This design comes from an exercise in tuning for small area on the open sky130 flow, not from production work. Function was checked by simulation only, so behaviour that the tests miss may differ from the original. No activity file was given, so power comes from the tool's default toggle rates.

## flow/design.v

```verilog
module pse #(
    parameter N      = 4,      
    parameter CAP    = 16,     
    parameter W      = 16,     
    parameter TS     = 4,      
    parameter MARGIN = 5       
) (
    input  wire        clk,
    input  wire        rst,
    input  wire        cmd_valid,
    input  wire [31:0] cmd_data,
    output wire        cmd_ready,
    output reg         rsp_valid,
    output reg  [31:0] rsp_data,
    output wire        cb_active,
    output reg  [31:0] cb_handle,
    input  wire        cb_ret,
    output reg         ws,
    output reg         bck,
    output reg         sdata,
    output reg         attached
);
    localparam NB = $clog2(N);         
    localparam SB = $clog2(CAP);       
    localparam LB = $clog2(CAP + 1);   
    localparam OP_INIT      = 8'h01;
    localparam OP_WRITE     = 8'h02;
    localparam OP_READ      = 8'h03;
    localparam OP_PUSH      = 8'h04;
    localparam OP_SETREPLAY = 8'h05;
    localparam OP_SETSYNTH  = 8'h06;
    localparam OP_SETPERIOD = 8'h07;
    localparam OP_SETCB     = 8'h08;
    localparam OP_RESET     = 8'h09;
    localparam OP_STOP      = 8'h0A;
    localparam OP_START     = 8'h0B;
    localparam [3:0] ST_OK           = 4'd0;
    localparam [3:0] ST_ALREADY_INIT = 4'd1;
    localparam [3:0] ST_CONTRACT     = 4'd3;
    localparam [3:0] ST_NOT_INIT     = 4'd4;
    localparam [3:0] ST_STATE        = 4'd5;
    localparam [3:0] ST_ILLEGAL      = 4'd6;
    localparam [1:0] L_UNINIT  = 2'd0;
    localparam [1:0] L_RUNNING = 2'd1;
    localparam [1:0] L_STOPPED = 2'd2;
    localparam [1:0] F_WAIT     = 2'd0;
    localparam [1:0] F_SCAN     = 2'd1;
    localparam [1:0] F_CALLBACK = 2'd2;
    localparam [2:0] LC_NONE   = 3'd0;
    localparam [2:0] LC_STOP   = 3'd1;
    localparam [2:0] LC_START  = 3'd2;
    localparam [2:0] LC_RESET1 = 3'd3;
    localparam [2:0] LC_RESETM = 3'd4;
    localparam [2:0] LC_RESET2 = 3'd5;
    reg  [1:0]    life;
    reg  [31:0]   port;
    reg           mode_synth;
    reg  [31:0]   period;
    reg  [31:0]   cb;
    reg  [31:0]   remaining;
    reg  [LB-1:0] desc_len [0:N-1];
    reg  [NB-1:0] fifo_q [0:N-1];
    reg  [NB-1:0] fifo_head;
    reg  [NB:0]   fifo_cnt;
    reg           tx_active;
    reg  [NB-1:0] tx_cur;
    reg  [LB-1:0] tx_pos;
    reg  [LB-1:0] tx_len;
    reg           irq_pending;
    reg  [NB-1:0] irq_eof_desc;
    reg  [1:0]    fd_phase;
    reg  [NB-1:0] fd_cur;
    reg  [LB-1:0] fd_rw_pos;
    reg  [2:0]    lc_op;
    reg  [31:0]   hdr;
    reg  [31:0]   ops [0:5];
    reg  [2:0]    cmd_cnt;        
    reg           cmd_hdr_seen;   
    reg           cmd_full;       
    function [2:0] op_words;
        input [7:0] opc;
        begin
            case (opc)
                OP_INIT:                          op_words = 3'd6;
                OP_PUSH, OP_SETPERIOD, OP_SETCB:  op_words = 3'd1;
                default:                          op_words = 3'd0;
            endcase
        end
    endfunction
    assign cmd_ready = !cmd_full;
    wire cmd_take = cmd_valid && cmd_ready;
    wire [2:0] hdr_need = op_words(hdr[31:24]);
    wire [2:0] new_need = op_words(cmd_data[31:24]);
    reg           fr_busy;
    reg  [31:0]   fr_shift;
    reg  [6:0]    fr_step;
    reg  [5:0]    fr_nbits;
    wire fr_last = fr_busy && (fr_step == {fr_nbits, 1'b1});
    wire [W-1:0]  slot_q [0:N*CAP-1];
    wire inited   = (life != L_UNINIT);
    wire lc_busy  = (lc_op != LC_NONE);
    wire irq_go   = inited && !lc_busy && irq_pending;
    wire fd_can   = (fd_phase == F_WAIT && fifo_cnt != 0) ||
                    (fd_phase == F_SCAN) ||
                    (fd_phase == F_CALLBACK && cb_ret);
    wire fd_go    = inited && !lc_busy && !irq_go && fd_can;
    wire host_go  = cmd_full && !lc_busy && !irq_go && !fd_go;
    wire [7:0] opc     = hdr[31:24];
    wire [7:0] pin     = hdr[7:0];
    wire       wval    = hdr[8];
    reg        legal;
    always @(*) begin
        case (opc)
            OP_WRITE: legal = (hdr[23:9] == 15'd0);
            OP_READ:  legal = (hdr[23:8] == 16'd0);
            OP_INIT, OP_PUSH, OP_SETREPLAY, OP_SETSYNTH, OP_SETPERIOD,
            OP_SETCB, OP_RESET, OP_STOP, OP_START:
                      legal = (hdr[23:0] == 24'd0);
            default:  legal = 1'b0;
        endcase
    end
    wire [31:0]   push_count = ops[0];
    wire [LB-1:0] push_n     = (push_count == 32'd0) ? 1 : push_count[LB-1:0];
    wire [LB:0]   push_end   = fd_rw_pos + push_n;
    reg  [3:0]    h_status;
    reg  [27:0]   h_value;
    reg           h_do;           
    always @(*) begin
        h_status = ST_OK;
        h_value  = 28'd0;
        h_do     = 1'b0;
        if (!legal) begin
            h_status = ST_ILLEGAL;
        end else if (opc == OP_INIT) begin
            if (inited) h_status = ST_ALREADY_INIT;
            else        h_do = 1'b1;
        end else if (!inited) begin
            h_status = ST_NOT_INIT;
        end else begin
            case (opc)
                OP_WRITE: begin
                    if (pin > 8'd31) h_status = ST_CONTRACT;
                    else             h_do = 1'b1;
                end
                OP_READ: begin
                    if (pin > 8'd31) h_status = ST_CONTRACT;
                    else             h_value = {27'd0, port[pin[4:0]]};
                end
                OP_PUSH: begin
                    if (fd_phase != F_CALLBACK)          h_status = ST_CONTRACT;
                    else if (push_count > MARGIN)        h_status = ST_CONTRACT;
                    else if (push_end > CAP)             h_status = ST_CONTRACT;
                    else begin
                        h_do    = 1'b1;
                        h_value = {{(28-LB){1'b0}}, push_n};
                    end
                end
                OP_START: begin
                    if (life == L_RUNNING) h_status = ST_STATE;
                    else                   h_do = 1'b1;
                end
                default: h_do = 1'b1;
            endcase
        end
    end
    wire host_exec = host_go && h_do;
    wire lc_start  = host_exec && (opc == OP_STOP || opc == OP_START || opc == OP_RESET);
    wire init_exec = host_exec && (opc == OP_INIT);
    wire push_exec = host_exec && (opc == OP_PUSH);
    wire host_now  = host_go && !lc_start;
    wire fd_pop      = fd_go && fd_phase == F_WAIT;
    wire fd_scan     = fd_go && fd_phase == F_SCAN;
    wire fd_return   = fd_go && fd_phase == F_CALLBACK;
    wire fd_replay   = fd_scan && !mode_synth;
    wire fd_end      = fd_scan && mode_synth && (fd_rw_pos >= CAP - MARGIN);
    wire fd_call     = fd_scan && mode_synth && !(fd_rw_pos >= CAP - MARGIN) &&
                       (remaining < TS) && (cb != 32'd0);
    wire fd_slot     = fd_scan && mode_synth && !(fd_rw_pos >= CAP - MARGIN) &&
                       !((remaining < TS) && (cb != 32'd0));
    wire          fifo_full = (fifo_cnt == N);
    wire          irq_evict = irq_go && fifo_full;
    wire [NB-1:0] fifo_tail = fifo_head + fifo_cnt[NB-1:0];
    wire lc_done      = lc_busy && fr_last;
    wire reset_fill   = lc_done && (lc_op == LC_RESET1);
    wire reset2_go    = (lc_op == LC_RESETM);
    wire tx_go       = tx_active && !fr_busy && !lc_start;
    wire tx_sample   = tx_go && (tx_pos < tx_len);
    wire tx_complete = tx_go && !(tx_pos < tx_len);
    wire [NB-1:0] tx_next = (tx_cur == N - 1) ? {NB{1'b0}} : tx_cur + 1'b1;
    wire [W-1:0]  tx_word = slot_q[tx_cur * CAP + tx_pos[SB-1:0]];
    wire [W-1:0]  fill_val = init_exec ? ops[5][W-1:0] : port[W-1:0];
    reg  [N-1:0]  buf_fill;
    always @(*) begin : fill_sel
        integer i;
        for (i = 0; i < N; i = i + 1)
            buf_fill[i] = init_exec || reset_fill ||
                          (fd_replay && fd_cur == i) ||
                          (irq_evict && fifo_q[fifo_head] == i);
    end
    genvar gi, gj;
    generate
        for (gi = 0; gi < N; gi = gi + 1) begin : g_buf
            for (gj = 0; gj < CAP; gj = gj + 1) begin : g_slot
                reg  [W-1:0] q;
                wire slot_we = (fd_slot && fd_cur == gi && fd_rw_pos == gj) ||
                               (push_exec && fd_cur == gi &&
                                gj >= fd_rw_pos && gj < push_end);
                always @(posedge clk) begin
                    if (buf_fill[gi] || slot_we)
                        q <= fill_val;
                end
                assign slot_q[gi * CAP + gj] = q;
            end
        end
    endgenerate
    integer k;
    always @(posedge clk) begin
        if (rst) begin
            life         <= L_UNINIT;
            port         <= 32'd0;
            mode_synth   <= 1'b0;
            period       <= 32'd0;
            cb           <= 32'd0;
            remaining    <= 32'd0;
            for (k = 0; k < N; k = k + 1) begin
                desc_len[k] <= CAP;
                fifo_q[k]   <= {NB{1'b0}};
            end
            fifo_head    <= {NB{1'b0}};
            fifo_cnt     <= {(NB+1){1'b0}};
            tx_active    <= 1'b0;
            tx_cur       <= {NB{1'b0}};
            tx_pos       <= {LB{1'b0}};
            tx_len       <= CAP;
            irq_pending  <= 1'b0;
            irq_eof_desc <= {NB{1'b0}};
            fd_phase     <= F_WAIT;
            fd_cur       <= {NB{1'b0}};
            fd_rw_pos    <= {LB{1'b0}};
            lc_op        <= LC_NONE;
            hdr          <= 32'd0;
            for (k = 0; k < 6; k = k + 1)
                ops[k] <= 32'd0;
            cmd_cnt      <= 3'd0;
            cmd_hdr_seen <= 1'b0;
            cmd_full     <= 1'b0;
            rsp_valid    <= 1'b0;
            rsp_data     <= 32'd0;
            cb_handle    <= 32'd0;
            fr_busy      <= 1'b0;
            fr_shift     <= 32'd0;
            fr_step      <= 7'd0;
            fr_nbits     <= 6'd0;
            ws           <= 1'b1;
            bck          <= 1'b0;
            sdata        <= 1'b0;
            attached     <= 1'b0;
        end else begin
            rsp_valid <= 1'b0;
            if (cmd_take) begin
                if (!cmd_hdr_seen) begin
                    hdr <= cmd_data;
                    if (new_need == 3'd0)
                        cmd_full <= 1'b1;
                    else
                        cmd_hdr_seen <= 1'b1;
                    cmd_cnt <= 3'd0;
                end else begin
                    ops[cmd_cnt] <= cmd_data;
                    if (cmd_cnt + 3'd1 == hdr_need) begin
                        cmd_full     <= 1'b1;
                        cmd_hdr_seen <= 1'b0;
                    end
                    cmd_cnt <= cmd_cnt + 3'd1;
                end
            end
            if (host_now) begin
                rsp_valid <= 1'b1;
                rsp_data  <= {h_status, h_value};
                cmd_full  <= 1'b0;
            end
            if (host_exec) begin
                case (opc)
                    OP_INIT: begin
                        port       <= ops[5];
                        cb         <= ops[3];
                        period     <= ops[4];
                        mode_synth <= 1'b0;
                        remaining  <= 32'd0;
                        for (k = 0; k < N; k = k + 1)
                            desc_len[k] <= CAP;
                        fifo_head    <= {NB{1'b0}};
                        fifo_cnt     <= {(NB+1){1'b0}};
                        attached     <= 1'b1;
                        irq_pending  <= 1'b0;
                        irq_eof_desc <= {NB{1'b0}};
                        fd_phase     <= F_WAIT;
                        fd_cur       <= {NB{1'b0}};
                        fd_rw_pos    <= {LB{1'b0}};
                        tx_cur       <= {NB{1'b0}};
                        tx_pos       <= {LB{1'b0}};
                        tx_len       <= CAP;
                        tx_active    <= 1'b1;
                        life         <= L_RUNNING;
                    end
                    OP_WRITE:     port[pin[4:0]] <= wval;
                    OP_PUSH:      fd_rw_pos <= push_end[LB-1:0];
                    OP_SETREPLAY: mode_synth <= 1'b0;
                    OP_SETSYNTH:  mode_synth <= 1'b1;
                    OP_SETPERIOD: period <= ops[0];
                    OP_SETCB:     cb <= ops[0];
                    OP_STOP: begin
                        lc_op     <= LC_STOP;
                        tx_active <= 1'b0;
                        attached  <= 1'b0;
                    end
                    OP_START: begin
                        lc_op <= LC_START;
                    end
                    OP_RESET: begin
                        lc_op     <= LC_RESET1;
                        tx_active <= 1'b0;
                        attached  <= 1'b0;
                    end
                    default: ;
                endcase
            end
            if (lc_done) begin
                case (lc_op)
                    LC_STOP: begin
                        lc_op     <= LC_NONE;
                        life      <= L_STOPPED;
                        rsp_valid <= 1'b1;
                        rsp_data  <= {ST_OK, 28'd0};
                        cmd_full  <= 1'b0;
                    end
                    LC_RESET1: begin
                        lc_op <= LC_RESETM;
                        for (k = 0; k < N; k = k + 1)
                            desc_len[k] <= CAP;
                    end
                    default: begin   
                        lc_op       <= LC_NONE;
                        attached    <= 1'b1;
                        irq_pending <= 1'b0;
                        fifo_cnt    <= {(NB+1){1'b0}};
                        tx_cur      <= {NB{1'b0}};
                        tx_pos      <= {LB{1'b0}};
                        tx_len      <= desc_len[0];
                        tx_active   <= 1'b1;
                        life        <= L_RUNNING;
                        rsp_valid   <= 1'b1;
                        rsp_data    <= {ST_OK, 28'd0};
                        cmd_full    <= 1'b0;
                    end
                endcase
            end
            if (reset2_go)
                lc_op <= LC_RESET2;
            if (irq_go) begin
                if (irq_evict) begin
                    desc_len[fifo_q[fifo_head]] <= CAP;
                    fifo_q[fifo_tail] <= irq_eof_desc;   
                    fifo_head <= fifo_head + 1'b1;
                end else begin
                    fifo_q[fifo_tail] <= irq_eof_desc;
                    fifo_cnt <= fifo_cnt + 1'b1;
                end
            end
            if (fd_pop) begin
                fd_cur    <= fifo_q[fifo_head];
                fifo_head <= fifo_head + 1'b1;
                fifo_cnt  <= fifo_cnt - 1'b1;
                fd_rw_pos <= {LB{1'b0}};
                fd_phase  <= F_SCAN;
            end
            if (fd_replay) begin
                desc_len[fd_cur] <= CAP;
                fd_phase <= F_WAIT;
            end
            if (fd_end) begin
                desc_len[fd_cur] <= fd_rw_pos;
                fd_phase <= F_WAIT;
            end
            if (fd_call) begin
                cb_handle <= cb;
                fd_phase  <= F_CALLBACK;
            end
            if (fd_slot) begin
                fd_rw_pos <= fd_rw_pos + 1'b1;
                remaining <= (remaining < TS) ? 32'd0 : remaining - TS;
            end
            if (fd_return) begin
                remaining <= period;
                fd_phase  <= F_SCAN;
            end
            if (irq_go)
                irq_pending <= 1'b0;
            if (tx_sample)
                tx_pos <= tx_pos + 1'b1;
            if (tx_complete) begin
                irq_pending  <= 1'b1;
                irq_eof_desc <= tx_cur;
                tx_cur       <= tx_next;
                tx_pos       <= {LB{1'b0}};
                tx_len       <= desc_len[tx_next];
            end
            if (lc_start || reset2_go || tx_sample) begin
                ws       <= 1'b0;
                bck      <= 1'b0;
                fr_busy  <= 1'b1;
                fr_step  <= 7'd1;
                fr_shift <= tx_sample ? {tx_word, {(32-W){1'b0}}} : port;
                fr_nbits <= tx_sample ? W : 6'd32;
            end else if (fr_busy) begin
                if (fr_last) begin
                    ws      <= 1'b1;
                    bck     <= 1'b0;
                    fr_busy <= 1'b0;
                end else if (fr_step[0]) begin
                    sdata <= fr_shift[31];
                    bck   <= 1'b0;
                end else begin
                    bck      <= 1'b1;
                    fr_shift <= {fr_shift[30:0], 1'b0};
                end
                fr_step <= fr_step + 1'b1;
            end
        end
    end
    assign cb_active = (fd_phase == F_CALLBACK);
endmodule
```

## flow/run.sh

```bash
#!/bin/bash
# synth_recipe.tcl (not shown) runs the flow's synth.tcl, then flattens the netlist and writes it again
# the make line also repeats each setting of config.mk as NAME=value (left out here)
make -C /OpenROAD-flow-scripts/flow DESIGN_CONFIG=/design/flow/config.mk WORK_HOME=/design/flow/orfs CLKGATE_MAP_FILE= SYNTH_SCRIPT=/design/flow/synth_recipe.tcl finish
```

## flow/config.mk

```make
export PLATFORM = sky130hd
export DESIGN_NAME = pse
export DESIGN_NICKNAME = pse
export VERILOG_FILES = /design/flow/design.v
export SDC_FILE = /design/flow/constraint.sdc
export NUM_CORES = 4
export LEC_CHECK = 0
export CAP_MARGIN = 20
export CORE_MARGIN = 2
export CORE_UTILIZATION = 40
export SLEW_MARGIN = 20
```

## flow/constraint.sdc

```tcl
create_clock -name core_clock -period 10.0 [get_ports {clk}]
set_input_delay 2.0000 -clock core_clock [delete_from_list [all_inputs] [get_ports {clk}]]
set_output_delay 2.0000 -clock core_clock [all_outputs]
set_load 0.01 [all_outputs]
```

==> impl_metrics.yaml <==
global_routing:
  grt_pass1_wl_um: 317200
  track_usage_pct: 29.59
  grt-ovfl-total: 0
  grt_max_degree: 82
  grt_pass1_vias: 39978
  antenna_found_initial: 17
placement:
  io_buffers: 106
  routabilityCongestion: 1.017
  dpl.cell_count: 6356
  dp_slack_ns: 2.654
  hpwl_um: 150200
drt:
  via_per_inst: 6.419
  drtIter0Drc: 6893
  drtPass1Iterations: 6
  vias: 42684
  antenna_left: 0
  drc: 0
  wl_per_cell_um: 34.71
  wl_um: 230900
timing:
  finalMaxSlewViolations: 0
  fin_ws_ns: 2.616
  fmax_mhz: 135.4
  final_hold_viol_count: 0
  setup_tns_ns: 0
  fin_crit_ns: 7.384
  clock_skew_ns: 0.05127
  hold_ws_ns: 0.4558
  post-route-period-util_pct: 73.84
  max_slew.worst_pin.slew_ns: 1.246
  rsz0062_at_grt: "false"
  slew-limit-headroom_pct: 16.05
  setup_violations: 0
cts:
  ctsResizeCount: 0
  clock_latency_ns: 0.82
  cts_setup_buffers: 0
  ctsHtreeMaxLevel: 4
  clkTransAtPathRegs_ns: 0.06
  hold_buffers: 0
  cts.sinks: 1486
  cts_root_buffer: "clkbuf_16"
  ctsLongestPathBuffers: 3
  cts_buffers: 155
  cts_tree: "done"
synth:
  netlist_area_sq_um: 60120
  synth_cells: 4395
  async_reset_ff_share_pct: 0
  yosysTopAreaCell: "edfxtp_1"
  synth_enable_flop_cells: 1170
  synth.net_count: 4465
  yosysUniqueCellTypes: 94
  netlist.area_leader.share_pct: 58.44
  syn_area_per_cell_sq_um: 13.68
  yosysSeqAreaShare_pct: 68.96
  synth_warnings: 2
  synth_top_cells_by_area: "edfxtp_1, dfxtp_1, a22oi_1"
  ys_seq_elements: 1486
  synth_ff_type: "edfxtp_1"
die:
  dieWidth_um: 391.7
  initial_utilization_pct: 40.19
  fp.dieArea_sq_um: 153400
  io_pins: 107
  core_area_sq_um: 149600
  die_y_um: 391.7
  rows: 142
setup_path:
  worstPathMaxFanout: 16
  crit_end: "g_buf[0].g_slot[14].q[5]"
  reg2reg_slack_ns: 2.62
  crit_required_ns: 10.42
  end_kind: "flop"
  r2r-end: "g_buf[0].g_slot[14].q[5]"
  crit_path_start: "ops[0][10]"
  rr_worst_depth: 15
  r2r_start: "ops[0][10]"
  critPathLaunchType: "flop"
  setup.worst_path.class: "reg -> reg"
  critPathArrivalTime_ns: 7.80
power:
  vdd_drop_max_mv: 0.1618
  pwr_density_cell_nw_per_um2: 183.1
  p_leak_nw: 21.98
layout:
  filler_cell_count: 13253
  drive_gt1_share_pct: 12.22
  fin_cells: 6650
  syn2layout_area_growth_pct: 15.60
  final_util_pct: 46.46
  seqCellArea_sq_um: 41470
  num-nets-final: 4572
  multiInputGateArea_sq_um: 17920
run_status:
  status: "finished clean"
flow_run:
  maxCapViolCount: 0
worst_hold_path:
  holdCritPathClass: "reg -> reg"
## synth_stat cells, drive strengths merged (21+ instances only)
master	count
edfxtp	1170
dfxtp	316
nand2	298
nor2	293
clkbuf	279
a22oi	188
and2	165
a21oi	159
a221oi	148
a22o	128
mux2i	127
o21ai	107
a211oi	89
nand4	88
nand3	78
nor3	59
buf	49
o221ai	47
inv	41
nor4	41
and4b	34
ha	33
mux2	31
a222oi	29
o211ai	29
nor2b	25
or4	24
and4	22
a31oi	21
## flip-flops by register name (all words and copies together) (netlist names), 30 cells and up
signal          cells
port               32
hdr                32
rsp_data           32
remaining          30
cb_handle          32
cb                 32
fr_shift           32
period             30
g_buf.g_slot.q   1024
ops               126
## worst max-delay path: stages (launching register included)
cell and delay [ns]:
edfxtp_1 0.40, or4_1 0.55, nor4_1 0.33, and3_1 0.28, nand4_1 0.37, o31ai_1 0.48
ha_1 0.27, inv_1 0.08, fa_1 0.47, xnor2_1 0.41, nand2_1 0.21, o21a_1 0.27
o41a_4 0.43, nor3_4 0.53, nand3_2 0.71, o21ai_2 1.22
## cell usage in the layout (no fill, tap or decap), types with 37 or more instances in the layout
master,count
nor2_1,287
clkbuf_1,43
a211oi_1,88
inv_1,41
nand4_1,87
clkdlybuf4s50_1,105
clkbuf_16,160
mux2i_1,127
edfxtp_1,1170
nor4_1,37
and2_1,164
o221ai_2,42
nand3_1,74
a22o_1,128
buf_4,167
a21oi_1,159
nand2_1,296
a221oi_1,145
dfxtp_1,314
o21ai_0,86
nor3_1,56
a22oi_1,188
## cell families after synthesis
logic type               Yosys count  synth area share [%]
multiplexers                     173                 3.257
flip-flops                      1486                 68.96
XOR/XNOR                          32                0.4662
adder cells (fa/ha/maj)           35                0.7367
AND/OR/NAND/NOR                 1224                 10.71
AO/OA/AOI/OAI                   1076                 13.46
buffers and inverters            369                 2.410
## metrics by stage
stage | total power [mW] | instance area [sq um]
6_report | 12.72 | 69500
5_1_grt | 13.01 | 69480
4_1_cts | 12.75 | 69390
3_5_place_dp | 7.070 | 64350
3_3_place_gp | 7.067 | 64340
2_1_floorplan | 6.943 | 60120
## report_power, final
part | leakage, nW | internal (mW) | switching (mW)
sequential | 12.6 | 6.62 | 0.0356
combinational | 6.90 | 0.0849 | 0.206
clock | 2.43 | 3.24 | 2.54
total | 22.0 | 9.94 | 2.78
## routing by layer
layer	vias up	part of all wire, %	global-route usage [%]
met5	-	0.028	0
met1	21235	37	38.37
li1	17541	-	-
met2	3243	44	44.56
met3	653	13	8.195
met4	12	6.9	16.99
## how the worst min path moves through the flow
| stage | slack (ns) | cells past startpoint | end | startpoint |
|---|---|---|---|---|
| after CTS | 0.46 | 2 | hdr[6] | hdr[6] |
| final | 0.46 | 1 | rsp_data[27] | rsp_data[27] |
| after floorplan | 0.43 | 2 | hdr[7] | hdr[7] |
| after detailed placement | 0.44 | 1 | rsp_data[19] | rsp_data[19] |
| after global routing | 0.47 | 1 | rsp_data[26] | rsp_data[26] |
| after global placement | 0.44 | 1 | rsp_data[25] | rsp_data[25] |
## area by class of cell
cell class / instances / share of cell area, %
Sequential cell: 1486 / 59.66
Multi-Input combinational cell: 2540 / 25.79
Clock buffer: 212 / 6.171
Tap cell: 2016 / 3.629
Timing Repair Buffer: 278 / 3.413
Clock inverter: 68 / 1.077
Inverter: 41 / 0.2214
Antenna cell: 9 / 0.03240

==> static timing again, ports no longer ideal <==
Ports are ideal in the flow. The routed layout listed here was re-timed in OpenROAD.
Step 1: set_driving_cell puts a clkbuf_16 on clk and a buf_2 on each other input, an assumption about the parent block.
Step 2 also shifts input and output timing later by t, the mid clock arrival at the registers, as if the neighbouring blocks saw the same clock.
Slacks: no drivers / after step 1 / after step 2; pairs: no drivers / after step 1.
shift t [ns]: 0.876
slack for setup (ns): 2.616 / 2.616 / 2.616
hold slack, ns: 0.456 / 0.456 / 0.456
latest minus earliest clock arrival (ns): 0.053 / 0.052
worst data-port slew with drivers (ns): 0.09
After both steps this run still meets setup and hold. The setup slack of this run moves by 0.000 ns with the drivers and by 0.000 ns with both steps.
